Source: an optimization exercise on an open RTL-to-GDS flow (aim: small area and few clock cycles). Production flows keep margins and buffers that such runs may drop.
At most, simulation tests tie the RTL to the original design; equivalence was not proved.
For run 4, only the layout was checked, not whether the RTL still works.
Power figures rest on the tool's default switching activity, not on a simulated workload.

==> design.v <==
module crc16_x25_byte (
    input  wire [15:0] crc_in,
    input  wire [7:0]  data,
    output reg  [15:0] crc_out
);
    integer i;
    reg [15:0] c;
    always @(*) begin
        c = crc_in ^ {8'h00, data};
        for (i = 0; i < 8; i = i + 1) begin
            if (c[0])
                c = (c >> 1) ^ 16'h8408;
            else
                c = c >> 1;
        end
        crc_out = c;
    end
endmodule
module hdlc_rx32 (
    input  wire        clk,
    input  wire        rst,
    input  wire        rx_valid,
    output wire        rx_ready,
    input  wire [31:0] rx_data,
    input  wire  [2:0] rx_len,
    input  wire        rx_clear,
    output wire        pl_valid,
    input  wire        pl_ready,
    output wire [31:0] pl_data,
    output wire  [2:0] pl_len,
    output wire        pl_end,
    output wire        pl_crc_ok,
    output wire        pl_abort
);
    localparam [7:0]  FLAG = 8'h7E;
    localparam [7:0]  ESC  = 8'h7D;
    localparam [15:0] RESIDUE = 16'hF0B8;
    reg        open_r;      
    reg        ne_r;        
    reg        esc_r;       
    reg  [1:0] hc_r;        
    reg  [7:0] h0_r;        
    reg  [7:0] h1_r;        
    reg [15:0] crc_r;       
    reg        half_r;      
    wire [15:0] b = half_r ? rx_data[31:16] : rx_data[15:0];
    wire [7:0]  b0 = b[7:0];
    wire [7:0]  b1 = b[15:8];
    wire        in0 = 1'b1;                                   
    wire        in1 = half_r ? rx_len[2] : (rx_len[2] | rx_len[1]);
    wire        more = !half_r && (rx_len[2] | (&rx_len[1:0]));   
    wire f0 = in0 && (b0 == FLAG);
    wire f1 = in1 && (b1 == FLAG);
    wire x0 = (b0 == ESC);
    wire x1 = (b1 == ESC);
    wire end0  = f0 && open_r && ne_r;
    wire bd0   = !f0 && open_r;                   
    wire i0    = bd0 && !esc_r && x0;             
    wire v0    = bd0 && !i0;                      
    wire [7:0] u0 = b0 ^ {2'b00, esc_r, 5'b00000};
    wire o1    = f0 || open_r;                    
    wire n1    = !f0 && (ne_r || bd0);            
    wire e1    = i0;                              
    wire end1  = f1 && o1 && n1;
    wire bd1   = in1 && !f1 && o1;
    wire i1    = bd1 && !e1 && x1;
    wire v1    = bd1 && !i1;
    wire [7:0] u1 = b1 ^ {2'b00, e1, 5'b00000};
    wire has_end = end0 || end1;
    wire hin  = !f0 || end0;                      
    wire [1:0] hce = hin ? hc_r : 2'd0;
    wire       v1n = v1 && !end0;
    reg  [2:0] nemit;
    reg        tge2;
    always @(*) begin
        case ({hce, v0, v1n})
            4'b00_00:                     begin tge2 = 1'b0; nemit = 3'd0; end
            4'b00_01, 4'b00_10, 4'b01_00: begin tge2 = 1'b0; nemit = has_end ? 3'd1 : 3'd0; end
            4'b00_11, 4'b01_01, 4'b01_10, 4'b10_00: begin tge2 = 1'b1; nemit = 3'd0; end
            4'b01_11, 4'b10_01, 4'b10_10: begin tge2 = 1'b1; nemit = 3'd1; end
            4'b10_11:                     begin tge2 = 1'b1; nemit = 3'd2; end
            default:                      begin tge2 = 1'b1; nemit = 3'd0; end
        endcase
    end
    wire [7:0] slot0 = (hce == 2'd2) ? h0_r : (hce == 2'd1) ? h1_r : u0;
    assign pl_data = {b, h1_r, slot0};
    wire [15:0] cs0, cs1;
    wire [15:0] ca0 = crc_r;
    crc16_x25_byte u_s0 (.crc_in(ca0), .data(u0), .crc_out(cs0));
    wire [15:0] ca1 = f0 ? 16'hFFFF : (v0 ? cs0 : ca0);
    crc16_x25_byte u_s1 (.crc_in(ca1), .data(u1), .crc_out(cs1));
    wire [15:0] ca2 = f1 ? 16'hFFFF : (v1 ? cs1 : ca1);
    wire esc_at_end = end0 ? esc_r : e1;
    wire crc_good = ((end0 ? ca0 : ca1) == RESIDUE) && !esc_at_end && tge2;
    wire ev = rx_clear ? (open_r && ne_r) : (has_end || nemit != 3'd0);
    assign pl_valid  = rx_valid && ev;
    assign pl_len    = rx_clear ? 3'd0 : nemit;
    assign pl_end    = rx_clear || has_end;
    assign pl_crc_ok = !rx_clear && crc_good;
    assign pl_abort  = rx_clear;
    wire go = rx_valid && (!ev || pl_ready);
    assign rx_ready = (!ev || pl_ready) && (rx_clear || !more);
    wire o2 = f1 || o1;
    wire n2 = !f1 && (n1 || bd1);
    wire e2 = f1 ? 1'b0 : (bd1 ? i1 : e1);
    wire [2:0] kb = f1 ? 3'd0 :
                    f0 ? {2'b00, v1} :
                    {1'b0, hc_r} + {2'b00, v0} + {2'b00, v1};
    always @(posedge clk) begin
        if (rst) begin
            open_r <= 1'b0;
            hc_r   <= 2'd0;
            half_r <= 1'b0;
        end else if (go) begin
            if (rx_clear) begin
                open_r <= 1'b0;
                half_r <= 1'b0;
            end else begin
                open_r <= o2;
                ne_r   <= n2;
                esc_r  <= e2;
                hc_r   <= (kb >= 3'd2) ? 2'd2 : kb[1:0];
                crc_r  <= ca2;
                if (v1) begin
                    h0_r <= v0 ? u0 : h1_r;
                    h1_r <= u1;
                end else if (v0) begin
                    h0_r <= h1_r;
                    h1_r <= u0;
                end
                half_r <= more;
            end
        end
    end
endmodule
==> flow/run.sh <==
#!/bin/bash
# Layout flow: the standard flow (standard.sh, ORFS synth to finish) with
# two changes:
#  - ABC maps the logic with flow/abc_area.script (structural choices, then
#    delay mapping with area recovery) in place of ORFS's speed script,
#    which upsizes every gate; synthesis is otherwise unchanged, so the
#    registers are the standard synthesis's;
#  - the port buffers are buf_1 cells instead of the default buffer cell.
# Each step's full log stays in orfs/logs/; make's own output goes to
# flow_make.log in the work folder.
set -euo pipefail
W=$PWD
rm -rf "$W/scripts_local"
cp -r "$FLOW_HOME/scripts" "$W/scripts_local"
cp "$W/flow/abc_area.script" "$W/scripts_local/abc_speed.script"
bash "$W/standard.sh" SCRIPTS_DIR="$W/scripts_local" \
    BUFFER_PORTS_ARGS="-buffer_cell sky130_fd_sc_hd__buf_1" finish \
    > "$W/flow_make.log" 2>&1
==> flow/abc_area.script <==
&get -n
&st
&dch
&nf -R 1000
&put
topo
==> standard.sh <==
#!/bin/bash
# synth_recipe.tcl (not shown) runs the flow's synth.tcl, then flattens the netlist and writes it again
# the make line also repeats each setting of config.mk as NAME=value (left out here)
make -C /OpenROAD-flow-scripts/flow DESIGN_CONFIG=/design/flow/config.mk WORK_HOME=/design/flow/orfs CLKGATE_MAP_FILE= SYNTH_SCRIPT=/design/flow/synth_recipe.tcl "${@:-finish}"
==> config.mk <==
export PLATFORM = sky130hd
export DESIGN_NAME = hdlc_rx32
export DESIGN_NICKNAME = hdlc_rx32
export VERILOG_FILES = /design/flow/design.v
export SDC_FILE = /design/flow/constraint.sdc
export NUM_CORES = 4
export LEC_CHECK = 0
export CAP_MARGIN = 0
export CORE_MARGIN = 2
export CORE_UTILIZATION = 40
export GPL_TIMING_DRIVEN = 0
export SLEW_MARGIN = 0
==> constraint.sdc <==
create_clock -name core_clock -period 5.5 [get_ports {clk}]
set_input_delay 1.1000 -clock core_clock [delete_from_list [all_inputs] [get_ports {clk}]]
set_output_delay 1.1000 -clock core_clock [all_outputs]
set_load 0.01 [all_outputs]
==> summary.txt, run 1 <==
Clock tree
  • Max clock buf depth: 2
  • Later-pin clock latency in the skew report: 300 ps
  • CTS tree: yes
  • CTS Buf Count: 5
  • Clk slew on worst S/H paths: 80 ps
  • Clk sinks: 38
  • CTS H-tree depth: 2
  • # hold bufs at CTS: 0
  • Root buffer cell: clkbuf_8

Global route
  • Grt ovf: 0
  • Vias in the first global route: 2807
  • Antenna violations before repair: 0
  • GRT Total Usage: 0.234
  • Largest net degree at the start of global routing: 37
  • First-pass GRT wire length: 15.2 mm

Worst setup path
  • Crit. End Element: primary output
  • Worst-path cell chain: buf_1 > mux2_1 > nand2_1 > or4_4 > or3b_4 > nand4_1 > nand2_8 > buf_12 > nor3_2 > nor2_1 > a22oi_1 > a32oi_1 > a21oi_1 > buf_1
  • Largest fanout on the critical path: 5
  • Worst setup SP type: input port
  • Worst EP required: 4400 ps
  • Critical Path Most Common Cell: buf_1
  • WS Path Type: input port to primary output
  • CP max stage delay: 580 ps
  • Max stage delay cell, worst path: or4_4
  • WP data arrival: 4310 ps

Timing
  • Max-slew violation count: 0
  • Tcrit/Tclk final: 0.983
  • Period minus WS final: 5410 ps
  • Clk_skew: 15.3 ps
  • Setup violators final: 0
  • TNS Setup: 0 ps
  • Final hold violation count: 0
  • Fmax achieved: 185 MHz
  • Relative slew slack: 0.153
  • Worst Tran Pin Value: 1260 ps

Logic synthesis
  • Synth Instances: 352
  • Predominant post-synthesis flop cell: edfxtp_1
  • Syn Std Cell Area: 2990 um^2
  • Simple-gate share of the synthesized area: 0.150
  • Synth cell types: 42
  • Syn avg cell area: 8.50 um^2
  • Post-synthesis register bit count: 38
  • Yosys warns: 2
  • Main combinational cell family by area after synthesis: compound AO/OA/AOI/OAI gates
  • Syn nets: 394
  • Complex-gate fraction of the synthesized area: 0.224
  • XOR/XNOR Fraction of Synth Area: 0.138
  • Fraction of registers with async set/reset: 0
  • Post-synth EDFFs: 34
  • Synth Area in Adders: 0.0109
  • Register area share after synthesis: 0.368
  • Multiplexer share of the synthesized area: 0.0803

Finish
  • Share of layout cells above drive strength 1: 0.108
  • Area Growth Syn to Fin: 28.6%
  • Ant. Diodes: 0
  • Commonest cells after routing, fill and taps aside: buf_1, a21oi_1, o21ai_0
  • Net count, final: 496
  • Most common cell after layout, fill and taps aside: buf_1

Floorplanning
  • Die Wd: 90.5 um
  • Ports: 80
  • Chip height: 90.5 um
  • Die ar.: 8180 um^2
  • Initial Utilization: 0.412
  • Core ar.: 7250 um^2
  • FP Rows: 31

Detailed routing
  • Vias per Instance: 5.64
  • Vias: 3125
  • DRC Markers: 0
  • 1st-iter DRT viols: 363
  • DRT antenna net count: 0
  • Routed len/inst: 17.8 um
  • Final WL: 9.84 mm
  • Pre-Repair DR Iteration Count: 7

Pwr
  • Power, Total: 0.000818 W
  • Leak: 1.22 nW
  • Max IR drop VDD: 0.000119 V
  • Pwr/cell area: 213 nW/um^2

Run status
  • Status: timing/DRC/antenna clean

Placement
  • Detail Placement HPWL: 6.63 mm
  • GPL Wtd Cong: 0.873
  • Port bufs: 78

Run
  • Maximum Capacitance Violations: 0

Hold path
  • Tightest Hold Check Type: flip-flop to flip-flop
through the flow:
stage	cell area (um^2)	setup slack (ps)	util	hold slack (ps)	instances
finish	3850	93.8	0.530	588	554
global route	3850	-32.7	0.530	623	554
CTS	3690	-8.00	0.509	575	542
detailed placement	3440	-1570	0.474	560	529
global placement	3440	-1510	0.474	558	529
floorplan	3020	65.4	-	519	352
final cells by class:
cell class | count | area, um^2
multi-input cells | 297 | 1960
repair buffers | 92 | 423
plain buffers | 2 | 15.0
clock buffers | 5 | 68.8
fillers | 683 | 3410
well taps | 99 | 124
inverters | 18 | 87.6
clock inverters | 3 | 63.8
flip-flops and latches | 38 | 1100
logic make-up after synthesis:
| logic type | Yosys count |
|---|---|
| buf+inv | 20 |
| fa+ha+maj | 2 |
| compound gates | 122 |
| flops | 38 |
| simple gates | 99 |
| mux | 23 |
| xor+xnor | 47 |
| other cells | 1 |
repair_timing:
action                                 4_1_cts  5_1_grt
endpoints found under the hold margin        0        0
setup buffers                                3       11
pin swaps                                    4        3
setup endpoints to repair                   51       38
cloned                                       2        1
gates resized for setup                     17       13
worst max-delay path: cells and delay by family:
kind | cells | cell delay [ps]
buf+inv | 3 | 380
compound gates | 3 | 570
simple gates | 7 | 1980
mux | 1 | 270
flip-flops by register name, summed over array words and instances, names as in the netlist:
name / flops
half_r: 1
ne_r: 1
h1_r: 8
h0_r: 8
crc_r: 16
hc_r: 2
open_r: 1
esc_r: 1
cells in the mapped netlist (2+ instances only):
cell type | instances | area, um^2
nand2_1 | 30 | 113
nor2_1 | 37 | 139
and3_1 | 2 | 12.5
or4_1 | 2 | 15.0
nand4b_1 | 2 | 17.5
and2_0 | 2 | 12.5
or2_0 | 2 | 12.5
nand3_1 | 6 | 30.0
o32ai_1 | 3 | 26.3
a21oi_1 | 64 | 320
nand4_1 | 5 | 31.3
mux2i_1 | 15 | 150
nor4_1 | 3 | 18.8
xnor2_1 | 30 | 263
xor2_1 | 17 | 149
o21ai_0 | 39 | 195
mux2_1 | 8 | 90.1
clkinv_1 | 18 | 67.6
nor3_1 | 4 | 20.0
a211oi_1 | 2 | 15.0
o31ai_1 | 2 | 15.0
buf_4 | 2 | 15.0
edfxtp_1 | 34 | 1020
dfxtp_1 | 4 | 80.1
a2111oi_0 | 2 | 17.5
worst paths after layout:
| kind | slack [ps] | startpoint | cells past startpoint | to |
|---|---|---|---|---|
| max | 90 | rx_data[19] | 14 | rx_ready |
| min | 590 | hc_r[0] | 2 | hc_r[0] |
| max reg2reg | 590 | half_r | 15 | h0_r[3] |
| min reg2reg | 590 | hc_r[0] | 2 | hc_r[0] |
per-layer routing:
metal	up-vias	track usage	share of wire
met5	-	0	0
met4	0	0.0538	0.024
met3	33	0.0509	0.078
met2	160	0.391	0.47
met1	1425	0.309	0.43
li1	1507	-	-
power by group:
group	internal (W)	leakage [nW]	switching, W
clock network	0.000180	0.0658	0.000110
registers	0.000319	0.344	0.0000103
logic	0.0000771	0.814	0.000122
total	0.000576	1.22	0.000242
Testbench counts, summed over its fixed seeds: cycles 49,670.
==> inputs of run 2 (changes only) <==
--- a/config.mk
+++ b/config.mk
@@ -9,3 +9,4 @@
 export CORE_MARGIN = 2
-export CORE_UTILIZATION = 40
+export CORE_UTILIZATION = 60
+export CTS_BUF_LIST = sky130_fd_sc_hd__clkbuf_4
 export GPL_TIMING_DRIVEN = 0
==> run 2 against run 1 <==
Routed wire length rose by 1.3%. Global-route usage increased by 11 points. Non-clock buffer count rose by 1. Critical path type unchanged. Cell area down 2.5%. Largest power group unchanged. Register-to-register slack got worse by 80 ps. Count of clock-buffer cells in the layout stayed put. Clock power fell by 49%. Synthesized cell count unchanged. Sequential share of layout area rose by 0.75 points. Combinational power up 4%. Sequential cell count unchanged.
==> summary.txt, run 2 <==
Run status
  • Status: timing/DRC/antenna clean

Clock tree
  • CTS tree: yes
  • Clk slew on worst S/H paths: 120 ps
  • CTS Buf Count: 5
  • Root buffer cell: clkbuf_4
  • Later-pin clock latency in the skew report: 360 ps
  • CTS H-tree depth: 2
  • Max clock buf depth: 2
  • Clk sinks: 38

Floorplanning
  • Die Wd: 74.6 um
  • FP Rows: 25
  • Die ar.: 5560 um^2
  • Core ar.: 4750 um^2
  • Ports: 80
  • Chip height: 74.6 um
  • Initial Utilization: 0.629

Finish
  • Area Growth Syn to Fin: 25.4%
  • Share of layout cells above drive strength 1: 0.125
  • Commonest cells after routing, fill and taps aside: buf_1, a21oi_1, o21ai_0
  • Fillers: 386
  • Most common cell after layout, fill and taps aside: buf_1
  • Final instance area: 3750 um^2
  • Ant. Diodes: 0
  • Net count, final: 498
  • Max reg flops: 16
  • Regs by FF count: crc_r: 16 flops, h0_r: 8 flops, h1_r: 8 flops
  • Largest register by flop count: crc_r

Global route
  • Vias in the first global route: 2840
  • First-pass GRT wire length: 14.0 mm
  • Largest net degree at the start of global routing: 37
  • Grt ovf: 0
  • Antenna violations before repair: 0
  • GRT Total Usage: 0.339

Worst setup path
  • WS Path Type: input port to primary output
  • Worst EP required: 4400 ps
  • Worst setup SP type: input port
  • Reg-to-Reg Start: half_r
  • WP data arrival: 4230 ps
  • Flop2flop setup slack: 510 ps
  • Crit. End Element: primary output
  • FF-to-FF End: esc_r
  • Reg2reg path depth: 15
  • Largest fanout on the critical path: 19

Logic synthesis
  • Fraction of registers with async set/reset: 0
  • Synth top area cells: edfxtp_1, a21oi_1, xnor2_1
  • Syn nets: 394
  • Post-synthesis register bit count: 38
  • Yosys warns: 2
  • Register area share after synthesis: 0.368
  • Top-count cell post-synth: a21oi_1
  • Multiplexer share of the synthesized area: 0.0803
  • Predominant post-synthesis flop cell: edfxtp_1
  • Syn avg cell area: 8.50 um^2
  • Post-synth EDFFs: 34
  • Top-area cell type share of the netlist area: 0.341
  • Simple-gate share of the synthesized area: 0.150
  • Synth Area in Adders: 0.0109
  • Top cell type by total area after synthesis: edfxtp_1
  • Synth Instances: 352
  • Top cells by count, synth: a21oi_1, o21ai_0, nor2_1
  • Synth cell types: 42
  • XOR/XNOR Fraction of Synth Area: 0.138
  • Main combinational cell family by area after synthesis: compound AO/OA/AOI/OAI gates
  • Complex-gate fraction of the synthesized area: 0.224
  • Syn Std Cell Area: 2990 um^2

Placement
  • GPL Wtd Cong: 1.00
  • Area after DPL: 3400 um^2
  • Setup WS pre-CTS: -1360 ps
  • Detail Placement HPWL: 6.34 mm
  • Port bufs: 78

Detailed routing
  • Final WL: 9.97 mm
  • 1st-iter DRT viols: 416
  • Vias per Instance: 6.33
  • Pre-Repair DR Iteration Count: 5
  • DRT antenna net count: 0
  • DRC Markers: 0
  • Routed len/inst: 19.0 um
  • Vias: 3316

Pwr
  • Leak: 1.19 nW
  • Pwr/cell area: 183 nW/um^2
  • Max IR drop VDD: 0.000147 V

Timing
  • Worst setup margin: 168 ps
  • Setup violators final: 0
  • Final hold violation count: 0
  • Fmax achieved: 188 MHz
  • Period minus WS final: 5330 ps
  • Tcrit/Tclk final: 0.970
  • Unrepaired setup endpoints after global routing: no
  • Worst Tran Pin Value: 1100 ps
  • Clk_skew: 5.28 ps
  • Max-slew violation count: 0
  • Relative slew slack: 0.264

Run
  • Maximum Capacitance Violations: 0

Hold path
  • Hold Path Stages: 2
  • Hold EP: hc_r[1]
  • HP Start: hc_r[1]
  • Tightest Hold Check Type: flip-flop to flip-flop
-- run 2: cell counts after synthesis --
Identical to the previous run, type by type.
-- run 2: where the power goes --
part / internal (W) / total [W] / switching (W)
registers: 0.000319 / 0.000330 / 0.0000104
logic: 0.0000819 / 0.000206 / 0.000124
clock network: 0.0000476 / 0.000149 / 0.000101
-- run 2: worst max-delay path by stage --
| stage | start | endpoint | depth (start not counted) |
|---|---|---|---|
| after global placement | rx_data[23] | h0_r[6] | 16 |
| after floorplan | rx_data[16] | h0_r[0] | 14 |
| after global routing | rx_data[22] | rx_ready | 15 |
| after CTS | rx_data[16] | pl_crc_ok | 11 |
| after detailed placement | rx_data[23] | h0_r[2] | 16 |
| final | rx_data[22] | pl_crc_ok | 12 |
-- run 2: layer usage --
metal	GRT usage	routed length [um]
met1	0.453	3700
met2	0.559	4830
met3	0.0596	1090
met4	0.113	342
met5	0	0
-- run 2: final cells by class --
| class | instances | area, um^2 | share of cell area |
|---|---|---|---|
| multi-input combinational | 298 | 2000 | 0.533 |
| tap | 67 | 83.8 | 0.0224 |
| inverter | 18 | 86.3 | 0.0230 |
| clock inverter | 3 | 16.3 | 0.00434 |
| buffer | 2 | 15.0 | 0.00401 |
| clock buffer | 5 | 37.5 | 0.0100 |
| sequential | 38 | 1100 | 0.295 |
| timing repair buffer | 93 | 405 | 0.108 |
-- run 2: repair_timing --
item	4_1_cts	5_1_grt
hold endpoints to repair	0	0
cloned	2	2
hold buffers	0	0
pin swaps	3	5
endpoints found under the setup margin	51	38
buffers inserted	4	11
gates resized for setup	16	19
-- run 2: worst max-delay path, stage by stage --
cell and delay, ps:
buf_1 60, mux2_2 230, nand4_1 200, or4_4 610
nand3_4 260, a21oi_1 100, o21ai_0 240, nand4b_1 210
a2111oi_0 410, nand3_1 190, a2111oi_2 420, buf_1 200
-- run 2: cells by family after synthesis --
logic type	Yosys count
other	1
flip-flops	38
XOR/XNOR	47
adder cells (fa/ha/maj)	2
AND/OR/NAND/NOR	99
buffers and inverters	20
multiplexers	23
AO/OA/AOI/OAI	122
-- run 2: per-stage QoR --
stage                     setup TNS, ps  total power (W)  hold slack (ps)  std cells  utilization
after floorplan                       0         0.000461              519        352            -
after global routing                  0         0.000712              616        524        0.788
after CTS                             0         0.000669              577        511        0.752
after global placement           -39350         0.000516              555        497        0.714
after detailed placement         -42290         0.000519              560        497        0.714
final                                 0         0.000684              580        524        0.788
==> inputs of run 3 (changes only) <==
==> config.mk (replaced) <==
export PLATFORM = sky130hd
export DESIGN_NAME = hdlc_rx32
export DESIGN_NICKNAME = hdlc_rx32
export VERILOG_FILES = /design/flow/design.v
export SDC_FILE = /design/flow/constraint.sdc
export NUM_CORES = 4
export LEC_CHECK = 0
export CAP_MARGIN = 20
export CORE_MARGIN = 2
export CORE_UTILIZATION = 55
export PLACE_DENSITY = 0.8
export SLEW_MARGIN = 20
==> run 3 against run 2 <==
Register-to-register slack better by 370 ps. Cell area decreased by 2.1%. Die area increased by 8.6%. Largest cell class unchanged. Critical endpoint unchanged. Critical path depth is the same.
==> summary.txt, run 3 <==
Logic synthesis
  • Fraction of registers with async set/reset: 0
  • Syn Std Cell Area: 2990 um^2
  • Synth top area cells: edfxtp_1, a21oi_1, xnor2_1
  • Syn nets: 394
  • Post-synthesis register bit count: 38
  • Synth cell types: 42
  • Top-area cell type share of the netlist area: 0.341
  • Syn avg cell area: 8.50 um^2
  • Register area share after synthesis: 0.368
  • Top cell type by total area after synthesis: edfxtp_1
  • Synth Instances: 352
  • Predominant post-synthesis flop cell: edfxtp_1
  • Top cells by count, synth: a21oi_1, o21ai_0, nor2_1
  • Top-count cell post-synth: a21oi_1
  • Yosys warns: 2
  • Post-synth EDFFs: 34

Pwr
  • Logic pwr share: 0.244
  • Internal power: 0.000578 W
  • Max IR drop VDD: 0.000141 V
  • Pwr/cell area: 223 nW/um^2
  • Sequential share of power: 0.400
  • Switch share: 0.295
  • Clk pwr share: 0.355
  • Leak: 1.22 nW
  • NetSw: 0.000242 W

Run
  • Maximum Capacitance Violations: 0

Detailed routing
  • Routed len/inst: 18.2 um
  • 1st-iter DRT viols: 284
  • DRT antenna net count: 0
  • DRC Markers: 0
  • Pre-Repair DR Iteration Count: 5
  • Final WL: 9.59 mm
  • Vias per Instance: 6.08
  • Vias: 3197

Finish
  • Max reg flops: 16
  • Area Growth Syn to Fin: 22.7%
  • Net count, final: 497
  • Ant. Diodes: 0
  • Most common cell after layout, fill and taps aside: buf_1
  • Share of layout cells above drive strength 1: 0.0724
  • Regs by FF count: crc_r: 16 flops, h0_r: 8 flops, h1_r: 8 flops
  • Largest register by flop count: crc_r
  • Commonest cells after routing, fill and taps aside: buf_1, a21oi_1, o21ai_0

Clock tree
  • Later-pin clock latency in the skew report: 300 ps
  • CTS tree: yes
  • Post-CTS Setup Repair Bufs: 0
  • CTS Buf Count: 5
  • Max clock buf depth: 2
  • Clk sinks: 38
  • Clk slew on worst S/H paths: 80 ps
  • CTS H-tree depth: 2
  • Root buffer cell: clkbuf_8

Timing
  • Tcrit/Tclk final: 0.949
  • TNS Setup: 0 ps
  • Max-slew violation count: 0
  • Worst Tran Pin Value: 691 ps
  • Unrepaired setup endpoints after global routing: no
  • Hold Slack: 578 ps
  • Setup violators final: 0
  • Final hold violation count: 0
  • Period minus WS final: 5220 ps
  • Fmax achieved: 192 MHz
  • Relative slew slack: 0.536
  • Clk_skew: 7.58 ps

Worst setup path
  • Worst setup SP type: input port
  • Crit. End Element: primary output
  • Reg-to-Reg Start: half_r
  • CP max stage delay: 650 ps
  • WS Path Type: input port to primary output
  • WP data arrival: 4120 ps
  • Largest fanout on the critical path: 11
  • Worst-path cell chain: buf_1 > mux2_1 > nand4_1 > or4_1 > nand3_2 > clkinv_1 > o31ai_1 > clkinv_1 > o32ai_1 > nand3_1 > a2111oi_1 > buf_1
  • Worst EP required: 4400 ps
  • CP startpoint: rx_data[20]
  • Max stage delay cell, worst path: or4_1

Global route
  • Met3 usage: 0.0558
  • Grt ovf: 0
  • First-pass GRT wire length: 15.0 mm
  • Antenna violations before repair: 0
  • GRT Total Usage: 0.322
  • GR peak layer: met2
  • Vias in the first global route: 2953
  • Largest net degree at the start of global routing: 35
  • Routing usage on met1: 0.422
  • Met2 Usage GRT: 0.544

Hold path
  • Tightest Hold Check Type: flip-flop to flip-flop
  • HP Start: hc_r[0]

Floorplanning
  • Core ar.: 5170 um^2
  • Ports: 80
  • FP Rows: 26
  • Die Wd: 77.7 um
  • Initial Utilization: 0.578
  • Chip height: 77.7 um
  • Die ar.: 6040 um^2

Placement
  • Port bufs: 78
  • Detail Placement HPWL: 7.15 mm
  • GPL Wtd Cong: 0.950

Run status
  • Status: timing/DRC/antenna clean
==> run 3: cell families after synthesis <==
logic type / after synthesis / synth area share
compound gates: 122 / 0.224
xor+xnor: 47 / 0.138
fa+ha+maj: 2 / 0.0109
buf+inv: 20 / 0.0276
flops: 38 / 0.368
mux: 23 / 0.0803
other cells: 1 / 0.00125
simple gates: 99 / 0.150
==> run 3: final timing paths <==
path | cells past startpoint | end | slack, ps
worst max-delay path | 12 | pl_crc_ok | 280
worst min-delay path | 2 | hc_r[0] | 580
worst max register to register | 13 | h1_r[5] | 880
worst min register to register | 2 | hc_r[0] | 580
==> run 3: power by group through the flow <==
stage          combinational [W]  clock (W)  sequential, W
4_1_cts                 0.000198   0.000290       0.000328
5_1_grt                 0.000217   0.000302       0.000329
2_1_floorplan           0.000128          0       0.000333
3_3_place_gp            0.000193          0       0.000334
3_5_place_dp            0.000196          0       0.000335
6_report                0.000200   0.000291       0.000328
==> run 3: routing by layer <==
metal	part of all wire	routed length, um	vias up
met5	0	0	-
met4	0.017	159	0
met3	0.089	857	20
met2	0.49	4660	187
met1	0.41	3910	1491
li1	-	-	1499
==> run 3: through the flow <==
stage	total power (W)	area, um^2	cells	worst slack (ps)	util
after global routing	0.000848	3670	526	48.1	0.709
after floorplan	0.000461	3020	352	65.4	-
after global placement	0.000528	3540	518	362	0.684
after CTS	0.000816	3670	526	227	0.709
after detailed placement	0.000531	3540	518	284	0.684
final	0.000820	3670	526	282	0.709
==> run 3: what timing repair did <==
action                     4_1_cts  5_1_grt
gates resized for setup          0        2
setup endpoints to repair        0        1
hold buffers                     0        0
hold endpoints to repair         0        0
==> run 3: area by class of cell <==
cell class	count	area (um^2)
clock inverters	3	63.8
inverters	18	73.8
clock buffers	5	68.8
fillers	453	1500
multi-input cells	294	1830
repair buffers	98	443
flip-flops and latches	38	1100
well taps	70	87.6
==> run 3: worst max-delay path, delay by kind of cell <==
kind / cells / cell delay, ps
AO/OA/AOI/OAI: 3 / 910
AND/OR/NAND/NOR: 4 / 1230
multiplexers: 1 / 240
buffers and inverters: 4 / 630
==> inputs of run 4 (changes only) <==
--- a/design.v
+++ b/design.v
@@ -38,3 +38,2 @@
     reg        open_r;      
-    reg        ne_r;        
     reg        esc_r;       
@@ -45,2 +44,3 @@
     reg        half_r;      
+    wire        ne_r = (hc_r != 2'd0) || esc_r;
     wire [15:0] b = half_r ? rx_data[31:16] : rx_data[15:0];
@@ -103,3 +103,2 @@
     wire o2 = f1 || o1;
-    wire n2 = !f1 && (n1 || bd1);
     wire e2 = f1 ? 1'b0 : (bd1 ? i1 : e1);
@@ -119,3 +118,2 @@
                 open_r <= o2;
-                ne_r   <= n2;
                 esc_r  <= e2;
--- a/config.mk
+++ b/config.mk
@@ -9,4 +9,3 @@
 export CORE_MARGIN = 2
-export CORE_UTILIZATION = 55
-export PLACE_DENSITY = 0.8
+export CORE_UTILIZATION = 40
 export SLEW_MARGIN = 20
==> run 4 against run 3 <==
Via count down 6.9%. Clock skew down 3.4 ps. Critical path depth up 3. Critical endpoint unchanged. Global-route usage down 8.5 points. Still clean. Register-to-register slack better by 20 ps. Cell count up 6.1%. Sequential cell count down 1. Die area up 33%.
==> summary.txt, run 4 <==
Run status
  • Status: timing/DRC/antenna clean

Logic synthesis
  • Top cell type by total area after synthesis: edfxtp_1
  • Syn avg cell area: 8.44 um^2
  • Top cells by count, synth: o21ai_0, a21oi_1, nand2_1
  • Yosys warns: 2
  • Post-synthesis register bit count: 37
  • Predominant post-synthesis flop cell: edfxtp_1
  • Synth cell types: 39
  • Register area share after synthesis: 0.365
  • Syn Std Cell Area: 2930 um^2
  • Synth Instances: 347
  • Post-synth EDFFs: 33
  • Fraction of registers with async set/reset: 0
  • Top-count cell post-synth: o21ai_0
  • Top-area cell type share of the netlist area: 0.338
  • Synth top area cells: edfxtp_1, o21ai_0, xor2_1
  • Syn nets: 389

Floorplanning
  • Core ar.: 7180 um^2
  • Die Wd: 89.6 um
  • Ports: 80
  • Die ar.: 8030 um^2
  • Chip height: 89.6 um
  • FP Rows: 31
  • Initial Utilization: 0.408

Worst setup path
  • Worst EP required: 4400 ps
  • Reg2reg path depth: 17
  • Largest fanout on the critical path: 20
  • Crit. End Element: primary output
  • WS Path Type: input port to primary output
  • WP data arrival: 4070 ps
  • Worst setup SP type: input port
  • FF-to-FF End: h0_r[5]
  • Flop2flop setup slack: 900 ps
  • CP startpoint: rx_data[23]
  • Reg-to-Reg Start: half_r

Pwr
  • Clk pwr share: 0.357
  • Sequential share of power: 0.393
  • Max IR drop VDD: 0.000100 V
  • Internal power: 0.000573 W
  • Logic pwr share: 0.251
  • NetSw: 0.000240 W
  • Pwr/cell area: 216 nW/um^2
  • Switch share: 0.295
  • Leak: 1.28 nW

Finish
  • Area Growth Syn to Fin: 28.4%
  • Ant. Diodes: 0
  • Largest register by flop count: crc_r
  • Commonest cells after routing, fill and taps aside: buf_1, o21ai_0, a21oi_1
  • Final Util: 0.524
  • Most common cell after layout, fill and taps aside: buf_1
  • Regs by FF count: crc_r: 16 flops, h0_r: 8 flops, h1_r: 8 flops
  • Final instance area: 3760 um^2
  • Net count, final: 500
  • Max reg flops: 16
  • Share of layout cells above drive strength 1: 0.100

Clock tree
  • CTS H-tree depth: 2
  • # hold bufs at CTS: 0
  • CTS tree: yes
  • Clk sinks: 37
  • Clk slew on worst S/H paths: 80 ps
  • Max clock buf depth: 2
  • Later-pin clock latency in the skew report: 300 ps
  • Post-CTS Setup Repair Bufs: 0
  • Root buffer cell: clkbuf_8
  • CTS Buf Count: 5

Placement
  • GPL Wtd Cong: 0.892
  • Port bufs: 78
  • Detail Placement HPWL: 7.05 mm
  • Area after DPL: 3620 um^2

Timing
  • Relative slew slack: 0.615
  • Tcrit/Tclk final: 0.940
  • TNS Setup: 0 ps
  • Final hold violation count: 0
  • Unrepaired setup endpoints after global routing: no
  • Fmax achieved: 194 MHz
  • Worst Tran Pin Value: 573 ps
  • Setup violators final: 0
  • Clk_skew: 4.15 ps
  • Max-slew violation count: 0
  • Period minus WS final: 5170 ps

Detailed routing
  • Vias per Instance: 5.33
  • 1st-iter DRT viols: 300
  • Final WL: 9.47 mm
  • Routed len/inst: 17.0 um
  • DRT antenna net count: 0
  • Pre-Repair DR Iteration Count: 4
  • DRC Markers: 0
  • Vias: 2975

Global route
  • GRT Total Usage: 0.237
  • Grt ovf: 0
  • Vias in the first global route: 2720
  • Largest net degree at the start of global routing: 54
  • First-pass GRT wire length: 14.2 mm
  • Antenna violations before repair: 0

Hold path
  • Hold EP: hc_r[0]
  • HP Start: hc_r[0]
  • Hold Path Stages: 2
  • Tightest Hold Check Type: flip-flop to flip-flop

Run
  • Maximum Capacitance Violations: 0
run 4: power by group through the flow:
stage | logic [W] | clock network [W] | registers [W]
global placement | 0.000202 | 0 | 0.000325
floorplan | 0.000128 | 0 | 0.000325
CTS | 0.000204 | 0.000293 | 0.000319
detailed placement | 0.000202 | 0 | 0.000326
finish | 0.000204 | 0.000290 | 0.000319
global route | 0.000226 | 0.000303 | 0.000320
run 4: final cells by class:
| cell class | count | area, um^2 |
|---|---|---|
| well taps | 99 | 124 |
| repair buffers | 106 | 515 |
| clock inverters | 3 | 65.1 |
| fillers | 696 | 3410 |
| inverters | 15 | 57.6 |
| flip-flops and latches | 37 | 1070 |
| multi-input cells | 293 | 1860 |
| clock buffers | 5 | 68.8 |
run 4: how the worst max path moves through the flow:
stage,cells after the start,slack (ps),endpoint
after floorplan,13,5,crc_r[0]
after global placement,15,320,pl_crc_ok
after detailed placement,15,260,pl_crc_ok
after CTS,16,120,pl_crc_ok
after global routing,15,60,pl_crc_ok
final,15,330,pl_crc_ok
run 4: repair_timing:
item                                    CTS  global route
hold endpoints to repair                  0             0
gates resized for setup                   0             2
endpoints found under the setup margin    0             4
run 4: kinds of logic after synthesis:
| kind of cell | share of synthesized area |
|---|---|
| adder cells (fa/ha/maj) | 0.0111 |
| AND/OR/NAND/NOR | 0.161 |
| multiplexers | 0.0756 |
| flip-flops | 0.366 |
| AO/OA/AOI/OAI | 0.215 |
| XOR/XNOR | 0.146 |
| buffers and inverters | 0.0243 |
| other | 0.00128 |
run 4: critical path, cell delays in order:
cell	delay [ps]
buf_1	70
mux2i_1	190
nand4_1	240
or4_1	560
buf_4	190
nand3_2	90
buf_4	230
a21oi_1	90
o21ai_0	150
and4b_1	250
nand3_1	70
a21oi_1	130
nand3_1	130
a2111oi_2	390
buf_1	190
run 4: routing by layer:
layer,track usage,up-vias,wire [um]
li1,-,1492,-
met1,0.311,1367,4370
met3,0.0402,14,473
met2,0.403,102,4450
met5,0,-,0
met4,0.0638,0,178
run 4: metrics by stage:
step / setup slack [ps] / instances / hold slack [ps] / power [W]
floorplan: 5.19 / 347 / 519 / 0.000453
global placement: 316 / 550 / 557 / 0.000527
global route: 59.3 / 558 / 629 / 0.000849
finish: 333 / 558 / 583 / 0.000813
CTS: 122 / 558 / 586 / 0.000816
detailed placement: 259 / 550 / 574 / 0.000528
==> inputs of run 5 (changes only) <==
--- a/design.v
+++ b/design.v
@@ -100,4 +100,4 @@
     assign pl_abort  = rx_clear;
-    wire go = rx_valid && (!ev || pl_ready);
-    assign rx_ready = (!ev || pl_ready) && (rx_clear || !more);
+    wire go = rx_valid && pl_ready;
+    assign rx_ready = pl_ready && (rx_clear || !more);
     wire o2 = f1 || o1;
==> run 5 against run 4 <==
Fmax is 0.71% lower. Highest routed layer unchanged. Power is 21% lower. Critical endpoint is now pl_valid. Non-clock buffer count is 10 lower. Cell count is 1.4% lower.
==> summary.txt, run 5 <==
Run status
  • Status: timing/DRC/antenna clean

Logic synthesis
  • Post-synth EDFFs: 33
  • Post-synthesis register bit count: 37
  • Synth cell types: 39
  • Fraction of registers with async set/reset: 0
  • Top cell type by total area after synthesis: edfxtp_1
  • Top-count cell post-synth: a21oi_1
  • Top-area cell type share of the netlist area: 0.338
  • Synth top area cells: edfxtp_1, xnor2_1, a21oi_1
  • Syn Std Cell Area: 2930 um^2
  • Yosys warns: 2
  • Synth Instances: 349
  • Predominant post-synthesis flop cell: edfxtp_1
  • Top cells by count, synth: a21oi_1, nand2_1, o21ai_0
  • Register area share after synthesis: 0.365
  • Syn avg cell area: 8.40 um^2
  • Syn nets: 391

Finish
  • Max reg flops: 16
  • Largest register by flop count: crc_r
  • Net count, final: 492
  • Regs by FF count: crc_r: 16 flops, h0_r: 8 flops, h1_r: 8 flops
  • Commonest cells after routing, fill and taps aside: buf_1, a21oi_1, nand2_1
  • Non-filler cells in the finished layout: 550
  • Share of layout cells above drive strength 1: 0.0643
  • Ant. Diodes: 0
  • Fillers: 740
  • Storage cell area: 1070 um^2
  • Most common cell after layout, fill and taps aside: buf_1
  • Area Growth Syn to Fin: 22.0%
  • Multi-input logic area: 1840 um^2
  • Final instance area: 3580 um^2

Floorplanning
  • Die ar.: 8030 um^2
  • Die Wd: 89.6 um
  • Chip height: 89.6 um
  • FP Rows: 31
  • Core ar.: 7180 um^2
  • Initial Utilization: 0.409
  • Ports: 80

Pwr
  • Leak: 1.23 nW
  • Pwr/cell area: 180 nW/um^2
  • Max IR drop VDD: 0.0000918 V
  • Power, Total: 0.000644 W

Global route
  • Antenna violations before repair: 0
  • Vias in the first global route: 2708
  • First-pass GRT wire length: 13.8 mm
  • Grt ovf: 0
  • GRT Total Usage: 0.229
  • Largest net degree at the start of global routing: 37

Placement
  • Port bufs: 78
  • Detail Placement HPWL: 6.86 mm
  • Placed Instances: 542
  • GPL Wtd Cong: 0.947
  • Area after DPL: 3500 um^2

Clock tree
  • Root buffer cell: clkbuf_8
  • Clk sinks: 37
  • CTS Buf Count: 5
  • Post-CTS Setup Repair Bufs: 0
  • CTS H-tree depth: 2
  • Later-pin clock latency in the skew report: 290 ps
  • Clk slew on worst S/H paths: 80 ps
  • Post-cts resize count: 0
  • CTS tree: yes
  • # hold bufs at CTS: 0
  • Max clock buf depth: 2

Detailed routing
  • DRT antenna net count: 0
  • Pre-Repair DR Iteration Count: 5
  • DRC Markers: 0
  • Routed len/inst: 16.3 um
  • Vias per Instance: 5.37
  • 1st-iter DRT viols: 203
  • Vias: 2952
  • Final WL: 8.97 mm

Timing
  • Hold Slack: 500 ps
  • Clk_skew: 5.59 ps
  • Max-slew violation count: 0
  • Fmax achieved: 192 MHz
  • Period minus WS final: 5200 ps
  • Worst Tran Pin Value: 881 ps
  • Final hold violation count: 0
  • Relative slew slack: 0.409
  • Tcrit/Tclk final: 0.946
  • Unrepaired setup endpoints after global routing: no
  • Setup violators final: 0

Worst setup path
  • WP data arrival: 4100 ps
  • Largest fanout on the critical path: 6
  • Crit. End Element: primary output
  • Worst EP required: 4400 ps
  • Reg2reg path depth: 13
  • Worst setup SP type: input port
  • WS Path Type: input port to primary output

Hold path
  • Hold Path Stages: 2
  • Tightest Hold Check Type: flip-flop to flip-flop

Run
  • Maximum Capacitance Violations: 0
==> run 5: routing by layer <==
layer	vias to the layer above	global-route usage	routed length [um]	share of wire
met2	107	0.375	4190	0.47
met1	1356	0.307	4150	0.46
li1	1475	-	-	-
met4	0	0.0706	147	0.016
met5	-	0	0	0
met3	14	0.0420	479	0.053
==> run 5: critical path, cell delays in order <==
cell,delay (ps)
buf_1,70
mux2i_1,620
nand2_1,80
or4_1,470
nor2_1,160
nor2_1,50
or2_2,320
clkinv_2,60
a21oi_1,110
or2_0,250
nor2_1,170
a21oi_1,60
nor2_1,110
nor2_1,60
a221oi_1,230
buf_1,180
==> run 5: report_power, final <==
part	internal (W)	switching, W
Combinational	0.0000581	0.0000893
Sequential	0.000307	0.00000389
Clock	0.0000854	0.000100
==> run 5: final timing paths <==
path / startpoint / end / slack, ps
max: rx_data[17] / pl_valid / 300
min reg2reg: half_r / half_r / 500
min: half_r / half_r / 500
max reg2reg: half_r / crc_r[9] / 1600
==> run 5: through the flow <==
step / setup slack (ps) / setup TNS (ps) / utilization
2_1_floorplan: -176 / -176 / -
3_3_place_gp: 362 / 0 / 0.487
3_5_place_dp: 328 / 0 / 0.487
4_1_cts: 321 / 0 / 0.499
5_1_grt: 60.5 / 0 / 0.499
6_report: 296 / 0 / 0.499
==> run 5: cell families (layout without fill, tap and decap cells) <==
group / after synthesis / after routing / synth area share
AO/OA/AOI/OAI: 111 / 111 / 0.205
adder cells (fa/ha/maj): 2 / 2 / 0.0111
other: 1 / 1 / 0.00128
buffers and inverters: 11 / 113 / 0.0166
multiplexers: 22 / 22 / 0.0802
XOR/XNOR: 47 / 47 / 0.140
flip-flops: 37 / 37 / 0.365
AND/OR/NAND/NOR: 118 / 118 / 0.180
==> run 5: area by class of cell <==
class | count | share of cell area
clock buffer | 5 | 0.0192
clock inverter | 3 | 0.00350
inverter | 9 | 0.00979
multi-input combinational | 301 | 0.514
sequential | 37 | 0.299
tap | 99 | 0.0346
timing repair buffer | 96 | 0.120
Testbench counts of run 5, summed over its fixed seeds: cycles 49,670.
==> inputs of run 6 (changes only) <==
==> flow/abc_area.script (replaced) <==
&get -n
&st
&dch
&nf -R 1000
&put
buffer -c
topo
stime -c
dnsize -c
==> run 6 against run 5 <==
Still clean. Power is 7.3% higher. Clock power is 26% higher. Area after synthesis is 2.3% higher. Critical endpoint unchanged.
==> summary.txt, run 6 <==
Global route
  • Antenna violations before repair: 0
  • Vias in the first global route: 2760
  • GRT Total Usage: 0.227
  • Largest net degree at the start of global routing: 38
  • First-pass GRT wire length: 14.8 mm
  • Grt ovf: 0

Finish
  • Regs by FF count: crc_r: 16 flops, h0_r: 8 flops, h1_r: 8 flops
  • Largest register by flop count: crc_r
  • Multi-input logic area: 1820 um^2
  • Area Growth Syn to Fin: 19.2%
  • Storage cell area: 1070 um^2
  • Commonest cells after routing, fill and taps aside: buf_1, a21oi_1, nand2_1
  • Share of layout cells above drive strength 1: 0.0958
  • Most common cell after layout, fill and taps aside: buf_1
  • Fillers: 743
  • Final Util: 0.493
  • Net count, final: 491
  • Max reg flops: 16
  • Ant. Diodes: 0

Floorplanning
  • Die ar.: 8210 um^2
  • Ports: 80
  • Die Wd: 90.6 um
  • Initial Utilization: 0.414
  • Core ar.: 7250 um^2
  • FP Rows: 31
  • Chip height: 90.6 um

Hold path
  • Tightest Hold Check Type: flip-flop to flip-flop

Logic synthesis
  • Synth top area cells: edfxtp_1, xnor2_1, a21oi_1
  • Synth cell types: 42
  • Predominant post-synthesis flop cell: edfxtp_1
  • Synth Instances: 367
  • Register area share after synthesis: 0.357
  • Top-count cell post-synth: a21oi_1
  • Yosys warns: 2
  • Fraction of registers with async set/reset: 0
  • Post-synthesis register bit count: 37
  • Syn nets: 409
  • Post-synth EDFFs: 33
  • Top cell type by total area after synthesis: edfxtp_1
  • Syn Std Cell Area: 3000 um^2
  • Syn avg cell area: 8.18 um^2
  • Top-area cell type share of the netlist area: 0.330
  • Top cells by count, synth: a21oi_1, nand2_1, o21ai_0

Timing
  • TNS Setup: 0 ps
  • Unrepaired setup endpoints after global routing: no
  • Final hold violation count: 0
  • Relative slew slack: 0.623
  • Worst Tran Pin Value: 550 ps
  • Max-slew violation count: 0
  • Tcrit/Tclk final: 0.933
  • Period minus WS final: 5130 ps
  • Fmax achieved: 195 MHz
  • Setup violators final: 0
  • Clk_skew: 7.08 ps
  • Hold Slack: 574 ps

Clock tree
  • Later-pin clock latency in the skew report: 300 ps
  • Max clock buf depth: 2
  • Clk sinks: 37
  • CTS Buf Count: 5
  • Clk slew on worst S/H paths: 70 ps
  • CTS tree: yes
  • Root buffer cell: clkbuf_8
  • # hold bufs at CTS: 0
  • CTS H-tree depth: 2

Placement
  • Port bufs: 78
  • GPL Wtd Cong: 0.901
  • Detail Placement HPWL: 6.90 mm

Worst setup path
  • WP data arrival: 4030 ps
  • Crit path buf inv count: 3
  • Worst setup SP type: input port
  • Largest fanout on the critical path: 5
  • WS Path Type: input port to primary output
  • CP max stage delay: 430 ps
  • Critical Path Most Common Cell: nor2_1
  • Top delay family on crit path: simple AND/OR/NAND/NOR gates
  • Worst-path cell chain: buf_1 > mux2_2 > nand4_1 > nor4_2 > nor2_1 > or3_1 > or2_2 > inv_1 > a21oi_1 > or2_2 > nor2_1 > a21oi_1 > nor2_1 > nor2_1 > a221oi_1 > buf_1
  • Worst EP required: 4400 ps
  • Max stage delay cell, worst path: or3_1
  • Crit. End Element: primary output

Detailed routing
  • Final WL: 9.16 mm
  • Vias per Instance: 5.49
  • DRT antenna net count: 0
  • 1st-iter DRT viols: 223
  • Pre-Repair DR Iteration Count: 5
  • Routed len/inst: 16.7 um
  • DRC Markers: 0
  • Vias: 3008

Run status
  • Status: timing/DRC/antenna clean

Pwr
  • Pwr/cell area: 193 nW/um^2
  • Power, Total: 0.000692 W
  • Max IR drop VDD: 0.0000872 V
  • Leak: 1.26 nW

Run
  • Maximum Capacitance Violations: 0
[run 6: cell types whose count changed in the layout (fill, tap and decap cells not counted), moves of 3 or more]
cell / previous run / this run
inv_1: 0 / 9
or2_2: 1 / 4
or2_0: 3 / 0
mux2_1: 12 / 0
clkinv_1: 10 / 0
mux2_2: 0 / 12
[run 6: area by class of cell]
type | instances | share of cell area
clock inverter | 2 | 0.00979
multi-input combinational | 301 | 0.510
sequential | 37 | 0.300
tap | 99 | 0.0346
inverter | 9 | 0.00944
clock buffer | 5 | 0.0192
timing repair buffer | 95 | 0.117
[run 6: path summary, 6_finish.rpt]
check	startpoint	to	slack (ps)	cells past startpoint
setup / recovery	rx_data[22]	pl_valid	370	16
hold / removal	hc_r[1]	hc_r[1]	570	2
setup reg to reg	half_r	crc_r[1]	1650	13
hold reg to reg	hc_r[1]	hc_r[1]	570	2
[run 6: where the power goes]
group	total [W]	switching (W)	internal [W]	leakage, nW
clock	0.000234	0.000102	0.000132	0.0540
sequential	0.000313	0.00000566	0.000307	0.330
combinational	0.000145	0.0000863	0.0000586	0.876
total	0.000692	0.000194	0.000498	1.26
[run 6: cell families after synthesis]
group	synth area share
and+or+nand+nor	0.176
adders and majority gates	0.0108
muxes	0.0784
AOI/OAI and AO/OA	0.201
DFF	0.357
other	0.00125
buffers and inverters	0.0392
xor gates and xnor gates	0.137
[run 6: layer usage]
| layer | track usage | vias up | routed length, um |
|---|---|---|---|
| met5 | 0 | - | 0 |
| met4 | 0.0705 | 0 | 144 |
| met3 | 0.0367 | 10 | 629 |
| met2 | 0.369 | 139 | 4300 |
| met1 | 0.310 | 1394 | 4090 |
| li1 | - | 1465 | - |
[run 6: per-stage QoR]
step	cell area, um^2	worst slack (ps)	std cells
after floorplan	3000	441	367
after global placement	3470	460	541
after detailed placement	3470	361	541
after CTS	3580	127	548
after global routing	3580	108	548
final	3580	366	548
[run 6: worst reg2reg max path: stages (launching register included)]
cell and delay (ps):
dfxtp_2 640, mux2_2 340, nand4_1 200, or4_1 610, nand3_1 200, buf_4 260, nor2_1 80, a211oi_1 230
buf_4 170, xnor2_1 120, xnor2_1 370, o21ai_0 130, a21oi_1 170, a31oi_1 60
[run 6: what timing repair did]
action,4_1_cts,5_1_grt
endpoints found under the setup margin,0,2
endpoints found under the hold margin,0,0
gates resized for setup,0,1
buffers inserted,0,0
==> inputs of run 7 (changes only) <==
==> flow/abc_area.script (replaced) <==
&get -n
&st
&dch
&nf
&st
&syn2
&if -g -K 6
&synch2
&nf
&st
&syn2
&if -g -K 6
&synch2
&nf
&st
&syn2
&if -g -K 6
&synch2
&nf
&st
&syn2
&if -g -K 6
&synch2
&nf
&st
&syn2
&if -g -K 6
&synch2
&nf
&put
buffer -c
topo
stime -c
dnsize -c
==> run 7 against run 6 <==
Still clean on timing, DRC and antenna. Hold slack better by 48 ps. Via count up 11%. Global-route usage up 0.66 points. Highest routed layer unchanged.
==> summary.txt, run 7 <==
Clock tree
  • Clk slew on worst S/H paths: 90 ps
  • # hold bufs at CTS: 0
  • Later-pin clock latency in the skew report: 300 ps
  • CTS H-tree depth: 2
  • Max clock buf depth: 2
  • CTS tree: yes
  • Clk sinks: 37
  • Post-cts resize count: 0
  • Root buffer cell: clkbuf_8
  • CTS Buf Count: 5
  • Post-CTS Setup Repair Bufs: 0

Worst setup path
  • Worst-path cell chain: buf_1 > or3b_2 > and2_0 > a221o_1 > nand2_1 > inv_1 > mux2_2 > or4_1 > a221o_1 > nor4_1 > buf_1
  • Worst EP required: 4400 ps
  • Flop2flop setup slack: 1360 ps
  • Worst setup SP type: input port
  • FF-to-FF End: hc_r[0]
  • Largest fanout on the critical path: 5
  • Crit path buf inv count: 3
  • CP max stage delay: 530 ps
  • Max stage delay cell, worst path: or4_1
  • WS Path Type: input port to primary output
  • WP data arrival: 4130 ps
  • Reg-to-Reg Start: half_r
  • Reg2reg path depth: 15
  • Crit. End Element: primary output
  • Top delay family on crit path: simple AND/OR/NAND/NOR gates

Placement
  • Port bufs: 78
  • GPL Wtd Cong: 0.938
  • Detail Placement HPWL: 8.04 mm

Finish
  • Ant. Diodes: 0
  • Final Util: 0.486
  • Most common cell after layout, fill and taps aside: buf_1
  • Largest register by flop count: crc_r
  • Max reg flops: 16
  • Commonest cells after routing, fill and taps aside: buf_1, nand2_1, nor2_1
  • Fillers: 819
  • Regs by FF count: crc_r: 16 flops, h0_r: 8 flops, h1_r: 8 flops
  • Area Growth Syn to Fin: 18.8%
  • Net count, final: 523
  • Share of layout cells above drive strength 1: 0.0934

Logic synthesis
  • Fraction of registers with async set/reset: 0
  • Synth cell types: 58
  • Top-count cell post-synth: nand2_1
  • Predominant post-synthesis flop cell: edfxtp_1
  • Top cell type by total area after synthesis: edfxtp_1
  • Register area share after synthesis: 0.320
  • Top-area cell type share of the netlist area: 0.296
  • Post-synth EDFFs: 33
  • Syn nets: 440
  • Yosys warns: 2
  • Syn avg cell area: 8.41 um^2
  • Synth Instances: 398
  • Syn Std Cell Area: 3350 um^2
  • Synth top area cells: edfxtp_1, xnor2_1, mux2i_1
  • Post-synthesis register bit count: 37
  • Top cells by count, synth: nand2_1, nor2_1, edfxtp_1

Detailed routing
  • Vias: 3342
  • Final WL: 10.5 mm
  • Vias per Instance: 5.69
  • 1st-iter DRT viols: 278
  • Pre-Repair DR Iteration Count: 5
  • Routed len/inst: 17.9 um
  • DRC Markers: 0
  • DRT antenna net count: 0

Hold path
  • Tightest Hold Check Type: flip-flop to flip-flop
  • Hold Path Stages: 2
  • HP Start: hc_r[0]
  • Hold EP: hc_r[0]

Floorplanning
  • FP Rows: 33
  • Initial Utilization: 0.409
  • Ports: 80
  • Die Wd: 95.5 um
  • Die ar.: 9120 um^2
  • Core ar.: 8180 um^2
  • Chip height: 95.5 um

Timing
  • Clk_skew: 10.7 ps
  • Tcrit/Tclk final: 0.950
  • Fmax achieved: 191 MHz
  • Unrepaired setup endpoints after global routing: no
  • Max-slew violation count: 0
  • Period minus WS final: 5230 ps
  • Final hold violation count: 0
  • Hold Slack: 622 ps
  • Relative slew slack: 0.365
  • TNS Setup: 0 ps
  • Setup violators final: 0
  • Worst Tran Pin Value: 945 ps

Run status
  • Status: timing/DRC/antenna clean

Global route
  • Met3 usage: 0.0332
  • Largest net degree at the start of global routing: 27
  • Routing usage on met1: 0.313
  • GR peak layer: met2
  • GRT Total Usage: 0.234
  • Antenna violations before repair: 0
  • Vias in the first global route: 3081
  • Grt ovf: 0
  • Met2 Usage GRT: 0.381
  • First-pass GRT wire length: 16.1 mm

Pwr
  • Leak: 1.39 nW
  • Pwr/cell area: 192 nW/um^2
  • Power, Total: 0.000764 W
  • Max IR drop VDD: 0.000106 V

Run
  • Maximum Capacitance Violations: 0
## run 7: worst max path at each step
stage	cells past startpoint	start	endpoint	slack (ps)
final	11	rx_data[1]	pl_crc_ok	270
after global routing	13	rx_data[0]	pl_crc_ok	60
after CTS	11	rx_data[1]	pl_crc_ok	260
after detailed placement	11	rx_data[1]	pl_crc_ok	270
after global placement	11	rx_data[1]	pl_crc_ok	330
after floorplan	10	rx_data[1]	pl_crc_ok	270
## run 7: per-stage QoR
| stage | worst slack, ps | cell area [um^2] | cells |
|---|---|---|---|
| global route | 60.3 | 3980 | 587 |
| finish | 274 | 3980 | 587 |
| detailed placement | 272 | 3840 | 579 |
| global placement | 330 | 3840 | 579 |
| floorplan | 268 | 3350 | 398 |
| CTS | 263 | 3980 | 587 |
## run 7: worst min-delay path, cell delays in order, from the launching register on
cell,delay [ps]
dfxtp_1,430
nand2_1,100
a21oi_1,60
## run 7: cell families (layout without fill, tap and decap cells)
family | after synthesis | in the layout | share of synthesized area
flops | 37 | 37 | 0.320
fa+ha+maj | 2 | 2 | 0.00972
simple gates | 133 | 133 | 0.188
buf+inv | 42 | 126 | 0.0505
xor+xnor | 50 | 50 | 0.143
mux | 28 | 28 | 0.0871
compound gates | 105 | 105 | 0.200
other cells | 1 | 1 | 0.00112
## run 7: per-layer routing
| layer | wire length (um) | vias up |
|---|---|---|
| met1 | 4680 | 1584 |
| li1 | - | 1609 |
| met3 | 641 | 25 |
| met2 | 4870 | 124 |
| met4 | 294 | 0 |
| met5 | 0 | - |
## run 7: final cells by class
type / instances / area, um^2 / share of cell area
Timing Repair Buffer: 100 / 458 / 0.115
Tap cell: 105 / 131 / 0.0331
Inverter: 18 / 67.6 / 0.0170
Sequential cell: 37 / 1070 / 0.269
Clock inverter: 3 / 68.8 / 0.0173
Multi-Input combinational cell: 319 / 2110 / 0.531
Clock buffer: 5 / 68.8 / 0.0173
## run 7: power by group
group          switching [W]  total [W]  leakage, nW  internal (W)
sequential        0.00000442   0.000311        0.332      0.000307
clock               0.000116   0.000299       0.0687      0.000183
combinational      0.0000903   0.000154        0.985     0.0000633
total               0.000211   0.000764         1.39      0.000553
==> inputs of run 8 (changes only) <==
==> flow/abc_area.script (replaced) <==
&get -n
&st
&dch
&nf -R 1000
&put
topo
--- a/config.mk
+++ b/config.mk
@@ -10,2 +10,3 @@
 export CORE_UTILIZATION = 40
+export CTS_BUF_LIST = sky130_fd_sc_hd__clkbuf_4 sky130_fd_sc_hd__clkbuf_8
 export SLEW_MARGIN = 20
==> run 8 against run 7 <==
Worst setup slack improved by 21 ps. Count of clock-buffer cells in the layout did not move. Non-clock buffer count fell by 4. Global-route usage fell by 0.51 points. First-iteration DRC count fell by 27%. Area after synthesis fell by 12%. Sequential power barely moved. Hold slack got worse by 120 ps. Via count fell by 12%. Cell area fell by 10%. Cell count fell by 6.3%. Sequential share of layout area rose by 3.0 points. Largest cell class unchanged. Highest routed layer unchanged.
==> summary.txt, run 8 <==
Worst setup path
  • Worst EP required: 4400 ps
  • Reg2reg path depth: 13
  • Top delay family on crit path: simple AND/OR/NAND/NOR gates
  • Max stage delay cell, worst path: mux2i_1
  • Crit path buf inv count: 3
  • FF-to-FF End: crc_r[9]
  • WP data arrival: 4100 ps
  • Worst-path cell chain: buf_1 > mux2i_1 > nand2_1 > or4_1 > nor2_1 > nor2_1 > or2_2 > clkinv_2 > a21oi_1 > or2_0 > nor2_1 > a21oi_1 > nor2_1 > nor2_1 > a221oi_1 > buf_1
  • Largest fanout on the critical path: 6
  • Flop2flop setup slack: 1600 ps
  • Crit. End Element: primary output
  • WS Path Type: input port to primary output
  • Worst setup SP type: input port
  • Reg-to-Reg Start: half_r
  • CP max stage delay: 620 ps
  • Critical Path Most Common Cell: nor2_1

Logic synthesis
  • Synth top area cells: edfxtp_1, xnor2_1, a21oi_1
  • Post-synth EDFFs: 33
  • Top cells by count, synth: a21oi_1, nand2_1, o21ai_0
  • Predominant post-synthesis flop cell: edfxtp_1
  • Top cell type by total area after synthesis: edfxtp_1
  • Top-count cell post-synth: a21oi_1
  • Synth Instances: 349
  • Top-area cell type share of the netlist area: 0.338
  • Syn avg cell area: 8.40 um^2
  • Synth cell types: 39
  • Syn nets: 391
  • Post-synthesis register bit count: 37
  • Yosys warns: 2
  • Register area share after synthesis: 0.365
  • Fraction of registers with async set/reset: 0
  • Syn Std Cell Area: 2930 um^2

Finish
  • Non-filler cells in the finished layout: 550
  • Net count, final: 492
  • Final instance area: 3580 um^2
  • Ant. Diodes: 0
  • Most common cell after layout, fill and taps aside: buf_1
  • Largest register by flop count: crc_r
  • Share of layout cells above drive strength 1: 0.0643
  • Max reg flops: 16
  • Regs by FF count: crc_r: 16 flops, h0_r: 8 flops, h1_r: 8 flops
  • Commonest cells after routing, fill and taps aside: buf_1, a21oi_1, nand2_1
  • Area Growth Syn to Fin: 22.0%

Timing
  • Setup violators final: 0
  • Max-slew violation count: 0
  • Unrepaired setup endpoints after global routing: no
  • Period minus WS final: 5200 ps
  • Fmax achieved: 192 MHz
  • TNS Setup: 0 ps
  • Hold Slack: 500 ps
  • Worst Tran Pin Value: 881 ps
  • Final hold violation count: 0
  • Relative slew slack: 0.409
  • Clk_skew: 5.59 ps
  • Tcrit/Tclk final: 0.946

Global route
  • Grt ovf: 0
  • Vias in the first global route: 2708
  • GR peak layer: met2
  • Met2 Usage GRT: 0.375
  • Antenna violations before repair: 0
  • Routing usage on met1: 0.307
  • Met3 usage: 0.0420
  • GRT Total Usage: 0.229
  • Largest net degree at the start of global routing: 37
  • First-pass GRT wire length: 13.8 mm

Hold path
  • Tightest Hold Check Type: flip-flop to flip-flop
  • Hold Path Stages: 2
  • Hold EP: half_r
  • HP Start: half_r

Clock tree
  • # hold bufs at CTS: 0
  • CTS H-tree depth: 2
  • Clk slew on worst S/H paths: 80 ps
  • Root buffer cell: clkbuf_8
  • Post-CTS Setup Repair Bufs: 0
  • CTS tree: yes
  • CTS Buf Count: 5
  • Clk sinks: 37
  • Post-cts resize count: 0
  • Later-pin clock latency in the skew report: 290 ps
  • Max clock buf depth: 2

Detailed routing
  • Vias per Instance: 5.37
  • Routed len/inst: 16.3 um
  • Vias: 2952
  • Final WL: 8.97 mm
  • 1st-iter DRT viols: 203
  • DRT antenna net count: 0
  • DRC Markers: 0
  • Pre-Repair DR Iteration Count: 5

Pwr
  • Power, Total: 0.000644 W
  • Leak: 1.23 nW
  • Max IR drop VDD: 0.0000918 V
  • Pwr/cell area: 180 nW/um^2

Placement
  • Area after DPL: 3500 um^2
  • Placed Instances: 542
  • Port bufs: 78
  • GPL Wtd Cong: 0.947
  • Detail Placement HPWL: 6.86 mm

Floorplanning
  • Ports: 80
  • Die Wd: 89.6 um
  • FP Rows: 31
  • Initial Utilization: 0.409
  • Chip height: 89.6 um
  • Core ar.: 7180 um^2
  • Die ar.: 8030 um^2

Run status
  • Status: timing/DRC/antenna clean

Run
  • Maximum Capacitance Violations: 0
[run 8: cell types whose count changed after synthesis, moves of 6 or more]
cell,previous run,this run
a21oi_1,29,54
clkbuf_1,18,0
clkinv_1,0,9
inv_1,18,0
mux2_1,0,12
mux2_2,9,0
mux2i_1,19,10
nand3_1,9,2
o211ai_1,13,2
o21ai_0,24,41
o31ai_1,6,0
[run 8: worst reg2reg max path: stages (launching register included)]
cell	delay, ps
dfxtp_1	330
buf_4	270
mux2i_1	730
nand2_1	80
or4_1	470
nand3_2	150
buf_4	260
a21oi_1	100
o21ai_0	160
xor2_1	420
xnor2_1	270
xor2_1	220
nand2_1	90
o211ai_1	80
[run 8: worst max path at each step]
stage                      startpoint         to  slack, ps  depth (start not counted)
after global routing      rx_data[17]  pl_crc_ok         60                         13
after CTS                 rx_data[17]  pl_crc_ok        320                         13
after detailed placement  rx_data[17]   pl_valid        330                         16
after global placement    rx_data[17]   pl_valid        360                         16
after floorplan           rx_data[16]   pl_valid       -180                         13
final                     rx_data[17]   pl_valid        300                         16
[run 8: power breakdown]
part	switching, W	internal [W]	leakage, nW	total, W
Clock	0.000100	0.0000854	0.0430	0.000186
Combinational	0.0000893	0.0000581	0.857	0.000147
Sequential	0.00000389	0.000307	0.330	0.000311
Total	0.000194	0.000451	1.23	0.000644
[run 8: layout make-up]
| cell class | count | area (um^2) |
|---|---|---|
| tap | 99 | 124 |
| clock inverter | 3 | 12.5 |
| fill | 740 | 3600 |
| clock buffer | 5 | 68.8 |
| inverter | 9 | 35.0 |
| sequential | 37 | 1070 |
| timing repair buffer | 96 | 428 |
| multi-input combinational | 301 | 1840 |
[run 8: cells by family after synthesis]
logic type,Yosys count,synth area share
simple gates,118,0.180
flops,37,0.365
mux,22,0.0802
xor+xnor,47,0.140
buf+inv,11,0.0166
other cells,1,0.00128
fa+ha+maj,2,0.0111
compound gates,111,0.205
[run 8: metrics by stage]
stage           util  worst slack [ps]
6_report       0.499               296
5_1_grt        0.499              60.5
4_1_cts        0.499               321
3_5_place_dp   0.487               328
3_3_place_gp   0.487               362
2_1_floorplan      -              -176
[run 8: metal layers]
metal	up-vias	part of all wire
met3	14	0.053
met5	-	0
li1	1475	-
met2	107	0.47
met4	0	0.016
met1	1356	0.46

==> re-timing with driven ports <==
In the flow no input, the clock included, has a driving cell. The finished layouts below were timed again as built, in two steps. Step 1: set_driving_cell puts a clkbuf_16 on clk and a buf_2 on each other input, an assumption about the parent block. Step 2 times the ports against the registers' clock, not the clock port: input delays grow and output delays shrink by t, the midpoint of the rising clock arrivals with the driver on. Three values: ideal ports, drivers, drivers and shift; two values: the first two.
| run | t, ns | slack for setup (ns) | hold WS [ns] | latest minus earliest clock arrival (ns) | cell pins on the clock port's net |
|---|---|---|---|---|---|
| run 1 | 0.321 | 0.094 / 0.072 / 0.033 | 0.588 / 0.588 / 0.588 | 0.015 / 0.016 | 1 |
| run 2 | 0.380 | 0.168 / 0.143 / -0.029 | 0.580 / 0.580 / 0.580 | 0.006 / 0.006 | 1 |
| run 3 | 0.326 | 0.282 / 0.256 / 0.256 | 0.578 / 0.578 / 0.578 | 0.008 / 0.008 | 1 |
| run 4 | 0.325 | 0.333 / 0.312 / 0.312 | 0.583 / 0.583 / 0.583 | 0.004 / 0.004 | 1 |
| run 5 | 0.317 | 0.296 / 0.276 / 0.276 | 0.500 / 0.500 / 0.500 | 0.006 / 0.006 | 1 |
| run 6 | 0.327 | 0.366 / 0.338 / 0.338 | 0.574 / 0.574 / 0.574 | 0.007 / 0.007 | 1 |
| run 7 | 0.328 | 0.274 / 0.249 / 0.249 | 0.622 / 0.622 / 0.622 | 0.011 / 0.011 | 1 |
| run 8 | 0.317 | 0.296 / 0.276 / 0.276 | 0.500 / 0.500 / 0.500 | 0.006 / 0.006 | 1 |
With both steps, setup timing fails in run 2, where it was met with ideal ports. The setup slack of run 2, which loses most, moves by -0.025 ns with the drivers and by -0.197 ns with both steps.
